This design comes from an exercise in tuning for a short achievable clock period on the open sky130 flow, not from production work.
No functional check of the RTL was part of this run.
Power and IR drop assume default switching activity.

[run.sh]
#!/bin/bash
# synth_recipe.tcl (not shown) runs the flow's synth.tcl, then flattens the netlist and writes it again
# the make line also repeats each setting of config.mk as NAME=value (left out here)
make -C /OpenROAD-flow-scripts/flow DESIGN_CONFIG=/design/flow/config.mk WORK_HOME=/design/flow/orfs CLKGATE_MAP_FILE= SYNTH_SCRIPT=/design/flow/synth_recipe.tcl finish
[config.mk]
export PLATFORM = sky130hd
export DESIGN_NAME = rcl57_scan_engine
export DESIGN_NICKNAME = rcl57_scan_engine
export VERILOG_FILES = /design/flow/design.v
export SDC_FILE = /design/flow/constraint.sdc
export NUM_CORES = 4
export LEC_CHECK = 0
export CAP_MARGIN = 20
export CORE_MARGIN = 2
export CORE_UTILIZATION = 40
export SETUP_SLACK_MARGIN = 5
export SLEW_MARGIN = 20
[constraint.sdc]
create_clock -name core_clock -period 7.5 [get_ports {clk}]
set_input_delay 1.5000 -clock core_clock [delete_from_list [all_inputs] [get_ports {clk}]]
set_output_delay 1.5000 -clock core_clock [all_outputs]
set_load 0.01 [all_outputs]
[design.v]
module rcl57_scan_engine (
    input  wire        clk,
    input  wire        rst,           
    input  wire        tick,          
    input  wire        host_we,       
    input  wire [7:0]  host_addr,
    input  wire [7:0]  host_wdata,
    output reg  [7:0]  host_rdata,    
    input  wire [4:0]  col_in,        
    output reg  [7:0]  seg_en,        
    output reg  [15:0] drv_sr,        
    output reg  [15:0] drv_out,       
    output reg         ddl,           
    output reg         trate          
);
    localparam [1:0] SEQ_IDLE = 2'd0, SEQ_LATCH = 2'd1, SEQ_SETTLE = 2'd2, SEQ_DONE = 2'd3;
    localparam [1:0] MODE_NONE = 2'd0, MODE_FULL = 2'd1, MODE_SINGLE = 2'd2;
    localparam [1:0] OP_NONE = 2'd0, OP_SCAN = 2'd1, OP_SCAN1 = 2'd2, OP_PSAVE = 2'd3;
    localparam [2:0] PM_ACTIVE = 3'd0, PM_IDLE_COUNTING = 3'd1, PM_PS_POLL = 3'd2,
                     PM_PS_BLINK = 3'd3, PM_DEBOUNCE = 3'd4;
    localparam [31:0] GSEG0 = 32'h20000000;
    localparam [31:0] GSEG1 = 32'h0004D7ED;
    localparam [31:0] GSEG2 = 32'h0015279F;
    localparam [31:0] GSEG3 = 32'h00712FFB;
    localparam [31:0] GSEG4 = 32'h00527B6D;
    localparam [31:0] GSEG5 = 32'h007FFD45;
    localparam [31:0] GSEG6 = 32'h0017DF71;
    localparam [31:0] GSEG7 = 32'h406DEF7C;
    function [7:0] glyph;
        input [4:0] c;
        begin
            glyph = {GSEG7[c], GSEG6[c], GSEG5[c], GSEG4[c],
                     GSEG3[c], GSEG2[c], GSEG1[c], GSEG0[c]};
        end
    endfunction
    function [7:0] glyph8;
        input [7:0] c;
        begin
            glyph8 = (c[7:5] != 3'd0) ? 8'h00 : glyph(c[4:0]);
        end
    endfunction
    function [7:0] digit_pat;
        input [7:0] d;
        input [2:0] m;
        begin
            if (m[0])      digit_pat = 8'h00;
            else if (m[1]) digit_pat = 8'h80;
            else           digit_pat = glyph8(d);
            digit_pat[0] = digit_pat[0] | m[2];
        end
    endfunction
    function seg_lit;
        input [7:0] c;
        input [2:0] s;
        reg [7:0] g;
        begin
            g = glyph8(c);
            seg_lit = g[s];
        end
    endfunction
    function [7:0] char_to_code;
        input [7:0] a;
        begin
            char_to_code =
                (a >= 8'h30 && a <= 8'h39) ? {4'd0, a[3:0]} :
                (a == 8'h2E) ? 8'd29 :
                (a == 8'h2D) ? 8'd30 :
                (a == 8'h41) ? 8'd10 :
                (a == 8'h62) ? 8'd11 :
                (a == 8'h43) ? 8'd12 :
                (a == 8'h64) ? 8'd13 :
                (a == 8'h45) ? 8'd14 :
                (a == 8'h46) ? 8'd15 :
                (a == 8'h48) ? 8'd16 :
                (a == 8'h4C) ? 8'd17 :
                (a == 8'h50) ? 8'd18 :
                (a == 8'h72) ? 8'd19 :
                (a == 8'h55) ? 8'd20 :
                (a == 8'h6E) ? 8'd21 :
                (a == 8'h6F) ? 8'd22 :
                8'd31;
        end
    endfunction
    function [7:0] code_to_char;
        input [7:0] c;
        begin
            code_to_char =
                (c <= 8'd9) ? {4'h3, c[3:0]} :
                (c == 8'd29) ? 8'h2E :
                (c == 8'd30) ? 8'h2D :
                (c == 8'd10) ? 8'h41 :
                (c == 8'd11) ? 8'h62 :
                (c == 8'd12) ? 8'h43 :
                (c == 8'd13) ? 8'h64 :
                (c == 8'd14) ? 8'h45 :
                (c == 8'd15) ? 8'h46 :
                (c == 8'd16) ? 8'h48 :
                (c == 8'd17) ? 8'h4C :
                (c == 8'd18) ? 8'h50 :
                (c == 8'd19) ? 8'h72 :
                (c == 8'd20) ? 8'h55 :
                (c == 8'd21) ? 8'h6E :
                (c == 8'd22) ? 8'h6F :
                8'h20;
        end
    endfunction
    function [3:0] col_code;
        input [4:0] cols;
        begin
            if      (cols[0]) col_code = 4'd1;
            else if (cols[1]) col_code = 4'd2;
            else if (cols[2]) col_code = 4'd3;
            else if (cols[3]) col_code = 4'd4;
            else if (cols[4]) col_code = 4'd5;
            else              col_code = 4'd0;
        end
    endfunction
    function [7:0] decode;
        input [2:0] s;
        input [4:0] cols;
        begin
            if (cols == 5'b00000)
                decode = 8'h00;
            else
                decode = {&s, s[2] ^ (s[1] & s[0]), s[1] ^ s[0], ~s[0], col_code(cols)};
        end
    endfunction
    function [15:0] sat_inc;
        input [15:0] v;
        begin
            sat_inc = (v == 16'hFFFF) ? v : v + 16'd1;
        end
    endfunction
    reg  [127:0] dbuf;         
    reg  [35:0]  mbuf;         
    reg  [1:0]  seq;
    reg  [1:0]  seq_mode;
    reg  [2:0]  seg_idx;
    reg  [1:0]  ph_tick;
    reg  [7:0]  sd_code;
    reg  [39:0] raw;
    reg  [7:0]  sc_acc;
    reg  [15:0] result_reg;    
    reg         st_cfg;
    reg  [1:0]  errcode;
    reg  [2:0]  pm;
    reg  [15:0] idle_cnt;
    reg  [3:0]  poll_cnt;      
    reg  [1:0]  blink_cnt;     
    reg  [2:0]  deb_cnt;       
    reg  [7:0]  cmd_imm;
    reg  [7:0]  cmd_op;
    reg  [1:0]  cur_op;
    reg         pend_valid;
    reg  [15:0] pend_word;
    reg         rl_valid;
    reg  [3:0]  rl_op;
    reg         rl_c1;
    reg  [7:0]  rl_c2, rl_c3, rl_c6;
    reg  [11:0] rl_c4;
    reg  [15:0] rl_c5, rl_ca;
    integer i, k;
    reg [7:0]  pat [0:11];         
    reg [11:0] dig [0:7];          
    reg [15:0] ows [0:7];          
    always @* begin
        for (i = 0; i < 12; i = i + 1)
            pat[i] = digit_pat(dbuf[8*i +: 8], mbuf[3*i +: 3]);
        for (k = 0; k < 8; k = k + 1) begin
            ows[k] = 16'd0;
            for (i = 0; i < 12; i = i + 1) begin
                dig[k][i]    = pat[i][k];
                ows[k][15-i] = pat[i][k];
            end
        end
        ows[0][15] = 1'b0;
        ows[4][4]  = 1'b0;
    end
    wire [15:0] result_true = rl_valid ?
        ((rl_op == 4'h1) ? {15'd0, rl_c1} :
         (rl_op == 4'h2) ? {8'd0, rl_c2} :
         (rl_op == 4'h3) ? {8'd0, rl_c3} :
         (rl_op == 4'h4) ? {4'd0, rl_c4} :
         (rl_op == 4'h5) ? rl_c5 :
         (rl_op == 4'h6) ? {8'd0, rl_c6} :
         (rl_op == 4'hA) ? rl_ca : 16'd0) : result_reg;
    wire        busy     = (cur_op != OP_NONE);
    wire        imm_zero = (cmd_imm == 8'd0);
    wire        imm_hz   = (cmd_imm[7:5] == 3'd0);
    wire [15:0] idle_inc = sat_inc(idle_cnt);
    wire [15:0] ows_next = ows[seg_idx + 3'd1];
    wire [3:0]  p_op  = pend_word[15:12];
    wire [2:0]  p_s   = pend_word[10:8];
    wire [7:0]  p_imm = pend_word[7:0];
    reg  [7:0]  t_seg_en   [0:1];
    reg  [15:0] t_sr       [0:1];
    reg  [15:0] t_out      [0:1];
    reg         t_ddl      [0:1];
    reg         t_trate    [0:1];
    reg  [1:0]  t_seq      [0:1];
    reg  [1:0]  t_mode     [0:1];
    reg  [2:0]  t_seg_idx  [0:1];
    reg  [1:0]  t_ph       [0:1];
    reg  [7:0]  t_sd_code  [0:1];
    reg  [7:0]  t_sc_acc   [0:1];
    reg  [15:0] t_result   [0:1];
    reg         t_st_cfg   [0:1];
    reg  [2:0]  t_pm       [0:1];
    reg  [15:0] t_idle     [0:1];
    reg  [3:0]  t_poll     [0:1];
    reg  [1:0]  t_blink    [0:1];
    reg  [2:0]  t_deb      [0:1];
    reg  [1:0]  t_cur_op   [0:1];
    reg         t_pend_valid [0:1];
    wire cls_poll = (cur_op == OP_PSAVE) && (pm == PM_PS_POLL);
    wire cls_deb  = (cur_op == OP_PSAVE) && (pm == PM_DEBOUNCE);
    wire cls_seq  = !cls_poll && !cls_deb && (seq != SEQ_IDLE);
    wire sample   = cls_seq && (seq == SEQ_SETTLE) && (ph_tick == 2'd3);
    reg        cmd_end;
    reg  [7:0] r;
    reg        cfg;
    integer    p;
    always @* begin
        for (p = 0; p < 2; p = p + 1) begin
            t_seg_en[p]     = seg_en;
            t_sr[p]         = drv_sr;
            t_out[p]        = drv_out;
            t_ddl[p]        = ddl;
            t_trate[p]      = trate;
            t_seq[p]        = seq;
            t_mode[p]       = seq_mode;
            t_seg_idx[p]    = seg_idx;
            t_ph[p]         = ph_tick;
            t_sd_code[p]    = sd_code;
            t_sc_acc[p]     = sc_acc;
            t_result[p]     = result_true;
            t_st_cfg[p]     = st_cfg;
            t_pm[p]         = pm;
            t_idle[p]       = idle_cnt;
            t_poll[p]       = poll_cnt;
            t_blink[p]      = blink_cnt;
            t_deb[p]        = deb_cnt;
            t_cur_op[p]     = cur_op;
            t_pend_valid[p] = pend_valid;
            cmd_end = 1'b0;
            r       = 8'h00;
            cfg     = 1'b0;
            if (cls_poll) begin
                if (p == 1) begin
                    t_trate[p]  = 1'b0;
                    t_ddl[p]    = 1'b0;
                    t_seg_en[p] = 8'hFF;
                    t_pm[p]     = PM_DEBOUNCE;
                    t_deb[p]    = 3'd0;
                end else begin
                    t_poll[p] = poll_cnt + 4'd1;
                    if (poll_cnt == 4'd9) begin
                        t_seg_en[p]  = 8'h00;
                        t_trate[p]   = 1'b0;
                        t_blink[p]   = 2'd0;
                        t_pm[p]      = PM_PS_BLINK;
                        t_mode[p]    = MODE_SINGLE;
                        t_sd_code[p] = 8'd29;
                        t_seg_idx[p] = 3'd0;
                        t_ph[p]      = 2'd0;
                        t_sc_acc[p]  = 8'h00;
                        t_ddl[p]     = 1'b0;
                        t_sr[p]      = 16'h0000;
                        t_seq[p]     = SEQ_LATCH;
                    end
                end
            end else if (cls_deb) begin
                t_deb[p] = deb_cnt + 3'd1;
                if (p == 0 || deb_cnt == 3'd5) begin
                    cmd_end       = 1'b1;
                    t_seg_en[p]   = 8'h00;
                    t_pm[p]       = PM_ACTIVE;
                    t_idle[p]     = 16'd0;
                    t_result[p]   = 16'h0000;
                end
            end else if (cls_seq) begin
                case (seq)
                    SEQ_LATCH: begin
                        t_out[p] = drv_sr;
                        if (seq_mode == MODE_SINGLE)
                            t_ddl[p] = seg_lit(sd_code, seg_idx);
                        t_seg_en[p] = 8'd1 << seg_idx;
                        t_ph[p]     = 2'd1;
                        t_seq[p]    = SEQ_SETTLE;
                    end
                    SEQ_SETTLE: begin
                        if (ph_tick != 2'd3) begin
                            t_ph[p] = ph_tick + 2'd1;
                        end else begin
                            if (seg_idx != 3'd7) begin
                                t_sr[p]      = (seq_mode == MODE_FULL) ? ows_next : 16'h0000;
                                t_seg_idx[p] = seg_idx + 3'd1;
                                t_seq[p]     = SEQ_LATCH;
                            end else begin
                                t_sr[p]  = 16'h0000;
                                t_seq[p] = SEQ_DONE;
                            end
                        end
                    end
                    default: begin    
                        t_seg_en[p] = 8'h00;
                        t_out[p]    = drv_sr;
                        t_ddl[p]    = 1'b0;
                        if (raw[4:0] == 5'b10001) begin
                            r   = 8'hFF;
                            cfg = 1'b1;
                        end else begin
                            r   = sc_acc;
                            cfg = 1'b0;
                        end
                        t_seq[p]     = SEQ_IDLE;
                        t_mode[p]    = MODE_NONE;
                        t_seg_idx[p] = 3'd0;
                        t_ph[p]      = 2'd0;
                        if (cur_op == OP_SCAN || cur_op == OP_SCAN1) begin
                            t_result[p] = {8'h00, r};
                            t_st_cfg[p] = cfg;
                            cmd_end     = 1'b1;
                        end else if (r != 8'h00) begin
                            t_trate[p]  = 1'b0;
                            t_ddl[p]    = 1'b0;
                            t_seg_en[p] = 8'hFF;
                            t_pm[p]     = PM_DEBOUNCE;
                            t_deb[p]    = 3'd0;
                        end else if (blink_cnt == 2'd2) begin
                            t_blink[p]  = 2'd3;
                            t_pm[p]     = PM_PS_POLL;
                            t_poll[p]   = 4'd0;
                            t_trate[p]  = 1'b1;
                            t_seg_en[p] = 8'hFF;
                        end else begin
                            t_blink[p]   = blink_cnt + 2'd1;
                            t_mode[p]    = MODE_SINGLE;
                            t_sd_code[p] = 8'd29;
                            t_seg_idx[p] = 3'd0;
                            t_ph[p]      = 2'd0;
                            t_sc_acc[p]  = 8'h00;
                            t_seg_en[p]  = 8'h00;
                            t_ddl[p]     = 1'b0;
                            t_sr[p]      = 16'h0000;
                            t_seq[p]     = SEQ_LATCH;
                        end
                    end
                endcase
            end
            if (cmd_end) begin
                t_cur_op[p] = OP_NONE;
                if (pend_valid) begin
                    t_pend_valid[p] = 1'b0;
                    case (p_op)
                        4'h1: t_result[p] = {15'd0, seg_lit(p_imm, p_s)};
                        4'h2: t_result[p] = {8'd0, char_to_code(p_imm)};
                        4'h3: t_result[p] = {8'd0, code_to_char(p_imm)};
                        4'h4: t_result[p] = {4'd0, dig[p_s]};
                        4'h5: t_result[p] = ows[p_s];
                        4'h6: t_result[p] = {8'd0, decode(p_s, p_imm[4:0])};
                        4'h7: begin
                            t_cur_op[p]  = OP_SCAN;
                            t_mode[p]    = MODE_FULL;
                            t_seg_idx[p] = 3'd0;
                            t_ph[p]      = 2'd0;
                            t_sc_acc[p]  = 8'h00;
                            t_seg_en[p]  = 8'h00;
                            t_sr[p]      = ows[0];
                            t_seq[p]     = SEQ_LATCH;
                        end
                        4'h8: begin
                            t_cur_op[p]  = OP_SCAN1;
                            t_mode[p]    = MODE_SINGLE;
                            t_sd_code[p] = p_imm;
                            t_seg_idx[p] = 3'd0;
                            t_ph[p]      = 2'd0;
                            t_sc_acc[p]  = 8'h00;
                            t_seg_en[p]  = 8'h00;
                            t_ddl[p]     = 1'b0;
                            t_sr[p]      = 16'h0000;
                            t_seq[p]     = SEQ_LATCH;
                        end
                        4'h9: begin
                            t_cur_op[p]  = OP_PSAVE;
                            t_pm[p]      = PM_PS_POLL;
                            t_ddl[p]     = 1'b0;
                            t_sr[p]      = 16'h0000;
                            t_out[p]     = 16'h0000;
                            t_trate[p]   = 1'b1;
                            t_seg_en[p]  = 8'hFF;
                            t_poll[p]    = 4'd0;
                        end
                        4'hA: begin
                            t_idle[p] = sat_inc(t_idle[p]);
                            if (t_pm[p] == PM_ACTIVE)
                                t_pm[p] = PM_IDLE_COUNTING;
                            t_result[p] = t_idle[p];
                        end
                        4'hB: begin
                            t_idle[p]   = 16'd0;
                            t_pm[p]     = PM_ACTIVE;
                            t_result[p] = 16'd0;
                        end
                        default: ;
                    endcase
                end
            end
        end
    end
    wire        tk    = tick && !host_we;
    wire        pa    = (col_in != 5'b00000);
    wire        w20   = host_we && (host_addr == 8'h20);
    wire        w21   = host_we && (host_addr == 8'h21);
    wire [3:0]  h_op  = host_wdata[7:4];
    wire [2:0]  h_s   = host_wdata[2:0];
    wire        lo0   = (host_wdata[3:0] == 4'd0);
    wire        b3    = !host_wdata[3];
    reg legal;
    always @* begin
        case (h_op)
            4'h1:                      legal = b3;
            4'h2, 4'h3, 4'h8:          legal = lo0;
            4'h4, 4'h5:                legal = b3 && imm_zero;
            4'h6:                      legal = b3 && imm_hz;
            4'h7, 4'h9, 4'hA, 4'hB:    legal = lo0 && imm_zero;
            default:                   legal = 1'b0;
        endcase
    end
    wire ex   = w21 && !busy;                               
    wire e7   = ex && (host_wdata == 8'h70) && imm_zero;    
    wire e8   = ex && (host_wdata == 8'h80);                
    wire e9   = ex && (host_wdata == 8'h90) && imm_zero;    
    wire ea   = ex && (host_wdata == 8'hA0) && imm_zero;    
    wire eb   = ex && (host_wdata == 8'hB0) && imm_zero;    
    wire e78  = e7 || e8;
    wire eres = ex && legal && (h_op != 4'h7) && (h_op != 4'h8) && (h_op != 4'h9);
    always @(posedge clk) begin
        for (i = 0; i < 16; i = i + 1)
            if (host_we && host_addr[7:4] == 4'h0 && host_addr[3:0] == i)
                dbuf[8*i +: 8] <= host_wdata;
        for (i = 0; i < 12; i = i + 1)
            if (host_we && host_addr[7:4] == 4'h1 && host_addr[3:0] == i)
                mbuf[3*i +: 3] <= host_wdata[2:0];
    end
    always @(posedge clk) begin
        rl_op <= h_op;
        rl_c1 <= seg_lit(cmd_imm, h_s);
        rl_c2 <= char_to_code(cmd_imm);
        rl_c3 <= code_to_char(cmd_imm);
        rl_c4 <= dig[h_s];
        rl_c5 <= ows[h_s];
        rl_c6 <= decode(h_s, cmd_imm[4:0]);
        rl_ca <= idle_inc;
        if (!pend_valid)
            pend_word <= {host_wdata, cmd_imm};
    end
    always @(posedge clk) begin
        if (rst) begin
            seg_en     <= 8'h00;
            drv_sr     <= 16'h0000;
            drv_out    <= 16'h0000;
            ddl        <= 1'b0;
            trate      <= 1'b0;
            seq        <= SEQ_IDLE;
            seq_mode   <= MODE_NONE;
            seg_idx    <= 3'd0;
            ph_tick    <= 2'd0;
            sd_code    <= 8'h1F;
            raw        <= 40'd0;
            sc_acc     <= 8'h00;
            result_reg <= 16'h0000;
            rl_valid   <= 1'b0;
            st_cfg     <= 1'b0;
            errcode    <= 2'd0;
            pm         <= PM_ACTIVE;
            idle_cnt   <= 16'h0000;
            poll_cnt   <= 4'd0;
            blink_cnt  <= 2'd0;
            deb_cnt    <= 3'd0;
            cmd_imm    <= 8'h00;
            cmd_op     <= 8'h00;
            cur_op     <= OP_NONE;
            pend_valid <= 1'b0;
        end else begin
            if (w20) cmd_imm <= host_wdata;
            if (w21) begin
                cmd_op  <= host_wdata;
                errcode <= !legal ? 2'd1 : (busy && pend_valid) ? 2'd2 : 2'd0;
            end
            rl_valid <= eres;
            for (i = 0; i < 8; i = i + 1)
                if (tk && sample && seg_idx == i)
                    raw[5*i +: 5] <= col_in;
            if (host_we) begin
                if (w21 && legal && busy)
                    pend_valid <= 1'b1;
                if (e7) begin
                    cur_op   <= OP_SCAN;
                    seq_mode <= MODE_FULL;
                    seg_idx  <= 3'd0;
                    ph_tick  <= 2'd0;
                    sc_acc   <= 8'h00;
                    seg_en   <= 8'h00;
                    drv_sr   <= ows[0];
                    seq      <= SEQ_LATCH;
                end
                if (e8) begin
                    cur_op   <= OP_SCAN1;
                    seq_mode <= MODE_SINGLE;
                    sd_code  <= cmd_imm;
                    seg_idx  <= 3'd0;
                    ph_tick  <= 2'd0;
                    sc_acc   <= 8'h00;
                    seg_en   <= 8'h00;
                    ddl      <= 1'b0;
                    drv_sr   <= 16'h0000;
                    seq      <= SEQ_LATCH;
                end
                if (e9) begin
                    cur_op   <= OP_PSAVE;
                    pm       <= PM_PS_POLL;
                    ddl      <= 1'b0;
                    drv_sr   <= 16'h0000;
                    drv_out  <= 16'h0000;
                    trate    <= 1'b1;
                    seg_en   <= 8'hFF;
                    poll_cnt <= 4'd0;
                end
                if (ea) begin
                    idle_cnt <= idle_inc;
                    if (pm == PM_ACTIVE)
                        pm <= PM_IDLE_COUNTING;
                end
                if (eb) begin
                    idle_cnt <= 16'd0;
                    pm       <= PM_ACTIVE;
                end
                result_reg <= result_true;
            end else if (tick) begin
                seg_en     <= t_seg_en[pa];
                drv_sr     <= t_sr[pa];
                drv_out    <= t_out[pa];
                ddl        <= t_ddl[pa];
                trate      <= t_trate[pa];
                seq        <= t_seq[pa];
                seq_mode   <= t_mode[pa];
                seg_idx    <= t_seg_idx[pa];
                ph_tick    <= t_ph[pa];
                sd_code    <= t_sd_code[pa];
                if (sample) begin
                    if (sc_acc == 8'h00)
                        sc_acc <= decode(seg_idx, col_in);
                end else
                    sc_acc <= t_sc_acc[pa];
                result_reg <= t_result[pa];
                st_cfg     <= t_st_cfg[pa];
                pm         <= t_pm[pa];
                idle_cnt   <= t_idle[pa];
                poll_cnt   <= t_poll[pa];
                blink_cnt  <= t_blink[pa];
                deb_cnt    <= t_deb[pa];
                cur_op     <= t_cur_op[pa];
                pend_valid <= t_pend_valid[pa];
            end else begin
                result_reg <= result_true;
            end
        end
    end
    wire [7:0] status = {2'b00, 1'b0, (idle_cnt[15:4] != 12'd0),
                         st_cfg, (errcode != 2'd0), pend_valid, busy};
    reg [7:0] grp [0:3][0:15];
    always @* begin
        for (i = 0; i < 16; i = i + 1) begin
            grp[0][i] = dbuf[8*i +: 8];
            grp[1][i] = (i < 12) ? {5'd0, mbuf[3*(i % 12) +: 3]} : 8'h00;
            grp[2][i] = 8'h00;
            grp[3][i] = 8'h00;
        end
        grp[2][0]  = cmd_imm;
        grp[2][1]  = cmd_op;
        grp[2][2]  = status;
        grp[2][3]  = {6'd0, errcode};
        grp[2][4]  = result_true[7:0];
        grp[2][5]  = result_true[15:8];
        grp[2][6]  = {5'd0, pm};
        grp[2][8]  = idle_cnt[7:0];
        grp[2][9]  = idle_cnt[15:8];
        for (i = 0; i < 8; i = i + 1)
            grp[3][i] = {3'd0, raw[5*i +: 5]};
        grp[3][8]  = drv_out[7:0];
        grp[3][9]  = drv_out[15:8];
        grp[3][10] = drv_sr[7:0];
        grp[3][11] = drv_sr[15:8];
        grp[3][12] = seg_en;
        grp[3][13] = {6'd0, trate, ddl};
        grp[3][14] = {1'b0, seq_mode, seq, seg_idx};
    end
    wire [7:0] rd = (host_addr[7:6] != 2'b00) ? 8'h00 : grp[host_addr[5:4]][host_addr[3:0]];
    always @(posedge clk) begin
        if (rst)
            host_rdata <= 8'h00;
        else
            host_rdata <= rd;
    end
endmodule
==> flow_metrics.py <==
metrics = {
    "global_routing": {
        "grt_pass1_vias": 35871,
        "antenna_found_initial": 9,
        "grt_usage_pct": 44.97,
        "grt_pass1_wl_um": 268100,
        "gr-total-overflow": 0,
        "grt_max_degree": 57,
    },
    "layout": {
        "final_cells": 5621,
        "drive_gt1_share_pct": 33.00,
        "areaGrowthSynthToFinish_pct": 41.26,
        "fin_nets": 4675,
        "top_register": "dbuf",
        "final_area_um2": 45200,
        "largest_reg_flops": 128,
        "fill_cells": 7092,
        "reg.largest.list": "dbuf: 128 flops, raw: 40 flops, mbuf: 36 flops",
    },
    "placement": {
        "io_buffers": 74,
        "place_congestion": 1.071,
        "hpwlAfterDp_um": 133700,
        "dp_slack_ps": 2106,
        "dp.cells": 4986,
        "place_area_um2": 34700,
    },
    "synth": {
        "synth-seq-area-share_pct": 31.56,
        "synth.area.mux_share_pct": 2.663,
        "synth.avg_cell_area_um2": 7.874,
        "postSynth.asyncResetShare_pct": 0,
        "synth.most_common_cell": "nor2_1",
        "yosys.area_share.simple_pct": 23.70,
        "synth_xor_area_share_pct": 0.6256,
        "yosys-top-cells-area": "edfxtp_1, dfxtp_1, ha_1",
        "netlist_instances": 4064,
        "synth_edf_count": 179,
        "synth-compound-area-share_pct": 31.29,
        "synth_area_um2": 32000,
        "yosys.area_share.adder_pct": 4.888,
        "synth_top_family_by_area": "compound AO/OA/AOI/OAI gates",
        "synth_nets": 4214,
        "synth_common_cells": "nor2_1, nand2_1, a21oi_1, o21ai_0, clkbuf_1",
        "yosys_register_bits": 415,
        "synthDistinctLibCells": 105,
        "ys.flop_type": "dfxtp_1",
        "synth_top_cell_by_area": "edfxtp_1",
        "synth.top_cell.area_share_pct": 16.80,
        "yosys_warnings": 25,
    },
    "clocking": {
        "cts_max_level": 2,
        "numCtsBuffers": 47,
        "clkSlewWorstSetupHoldPaths_ps": 70,
        "cts.sink_count": 415,
        "cts.path.max_buffers": 3,
        "cts-root-buf": "clkbuf_16",
        "cts_tree": "yes",
        "cts_hold_buf": 0,
        "clock_latency_ps": 650,
    },
    "timing": {
        "tightest_slew_ps": 1228,
        "final_hold_viol_count": 0,
        "fin_ws_ps": 3889,
        "relSlewSlack_pct": 17.08,
        "period_needed_ps": 3611,
        "fmax_mhz": 276.9,
        "finalSetupViolCount": 0,
        "rsz0062_at_grt": "yes",
        "fin_setup_tns_ps": 0,
        "finClkSkew_ps": 38.44,
        "slew_viol_final": 0,
        "fin_crit_sh_pct": 48.14,
    },
    "routing": {
        "first_pass_iters": 9,
        "ant_nets": 0,
        "vias": 40222,
        "drt_iter0_drc": 6978,
        "via_per_inst": 7.156,
        "wire_per_inst_um": 34.74,
        "routed_wl_um": 195300,
        "drc": 0,
    },
    "setup_path": {
        "setup.worst_path.start": "dbuf[61]$_DFFE_PP_",
        "crit_required_ps": 8040,
        "endpoint": "drv_sr[8]$_SDFFE_PP0P_",
        "rr_worst_depth": 7,
        "worstReg2RegEnd": "drv_sr[8]$_SDFFE_PP0P_",
        "crit_arrival_ps": 4150,
        "crit_type": "flip-flop to flip-flop",
        "worstSetupStartpointType": "flip-flop",
        "crit_fanout": 5,
        "end_kind": "flip-flop",
        "r2r_start": "dbuf[61]$_DFFE_PP_",
        "regToRegSetupSlack_ps": 3890,
    },
    "die": {
        "dieArea_um2": 82270,
        "initial_core_util_pct": 40.44,
        "dieHeight_um": 286.8,
        "core_um2": 79130,
        "die-width_um": 286.8,
        "rows": 103,
        "io_pins": 75,
    },
    "pwr": {
        "leakage_uw": 0.01627,
        "powerDensity_nw_per_um2": 130.8,
        "vdd_ir_drop_max_uv": 167.6,
    },
    "hold_path": {
        "worstHoldPathType": "flip-flop to flip-flop",
        "worstHoldStart": "raw[5]$_SDFFE_PP0P_",
    },
    "outcome": {
        "status": "finished clean",
    },
    "flow_run": {
        "cap_violations": 0,
    },
}
-- placed cells by master, fill, tap and decap left out, drive strengths merged, types with 134 or more instances in the layout --
master	n
buf	687
nor2	403
nand2	375
a21oi	309
o21ai	290
dfxtp	236
edfxtp	179
nand3	148
inv	137
a22oi	134
-- per-layer routing --
layer  up-vias  GRT usage (%)  wire length (um)
met2      3613          63.43             76980
met3       883          16.90             30730
met4         6          25.39             15110
li1      16466              -                 -
met5         -              0                44
met1     19254          58.68             72420
-- final cells by class --
| type | instances | area (um2) | area share [%] |
|---|---|---|---|
| clock inverter | 27 | 377.9 | 0.8360 |
| timing repair buffer | 700 | 7177 | 15.88 |
| sequential | 415 | 10330 | 22.85 |
| tap | 1050 | 1314 | 2.906 |
| inverter | 140 | 604.3 | 1.337 |
| antenna | 8 | 20.02 | 0.04429 |
| clock buffer | 60 | 1277 | 2.826 |
| multi-input combinational | 3221 | 24100 | 53.33 |
-- how the worst min path moves through the flow --
| stage | to | slack, ps | depth (start not counted) |
|---|---|---|---|
| finish | raw[5]$_SDFFE_PP0P_ | 460 | 2 |
| global route | cmd_op[2]$_SDFFE_PP0P_ | 480 | 2 |
| CTS | cmd_op[2]$_SDFFE_PP0P_ | 460 | 2 |
| detailed placement | cmd_op[2]$_SDFFE_PP0P_ | 450 | 2 |
| global placement | cmd_op[2]$_SDFFE_PP0P_ | 450 | 2 |
| floorplan | pend_word[3]$_DFFE_PN_ | 400 | 0 |
-- where the power goes --
group	leakage [uW]	total (uW)	switching, uW	internal [uW]
logic	0.0119	919	566	353
clock network	0.000804	2570	1110	1460
registers	0.00361	2420	52.5	2370
total	0.0163	5910	1720	4190
-- through the flow --
step | util (%) | power (uW) | hold slack [ps]
finish | 57.12 | 5912 | 461.9
global route | 57.10 | 5985 | 477.4
CTS | 54.23 | 5765 | 460.0
detailed placement | 43.85 | 3060 | 451.4
global placement | 43.85 | 3063 | 445.9
floorplan | - | 2812 | 402.9
-- kinds of logic (layout without fill, tap and decap cells) --
group           Yosys count  in the layout
simple gates           1527           1532
compound gates         1461           1465
buf+inv                 437            927
flops                   415            415
fa+ha+maj               125            125
mux                      77             77
xor+xnor                 22             22
other cells               0              8
-- what timing repair did --
| item | 4_1_cts | 5_1_grt |
|---|---|---|
| gates cloned | 16 | 4 |
| endpoints found under the setup margin | 454 | 380 |
| resized for setup | 1060 | 303 |
| setup buffers | 409 | 111 |
| pin swaps | 235 | 174 |
-- worst max-delay path: stages, from the launching register on --
cell and delay [ps]:
edfxtp_1 500, or3_1 530, nor3_1 630, a41o_1 540
o21ai_0 320, a31oi_2 600, o221ai_1 200, o22ai_1 220

## afterwards: timing with drivers on the ports
The results above use ideal ports. As a check the final layout listed here was re-extracted and re-timed, cells and wires unchanged. Step 1: set_driving_cell puts a clkbuf_16 on clk and a buf_2 on each other input, an assumption about the parent block. Step 2 moves the port delays by t, midway between the first and last clock arrival at a register: inputs arrive t later, outputs are due t later. That takes back most of the time a late clock gives input paths. Three values: no drivers, after step 1, after step 2; two values: the first two.
t (ns): 0.699
slack for setup (ns): 3.889 / 3.889 / 3.263
worst data-port slew with drivers (ns): 0.06
After both steps this run still meets setup and hold. For this run, drivers alone change the setup slack by 0.000 ns; drivers and shift together by -0.626 ns.
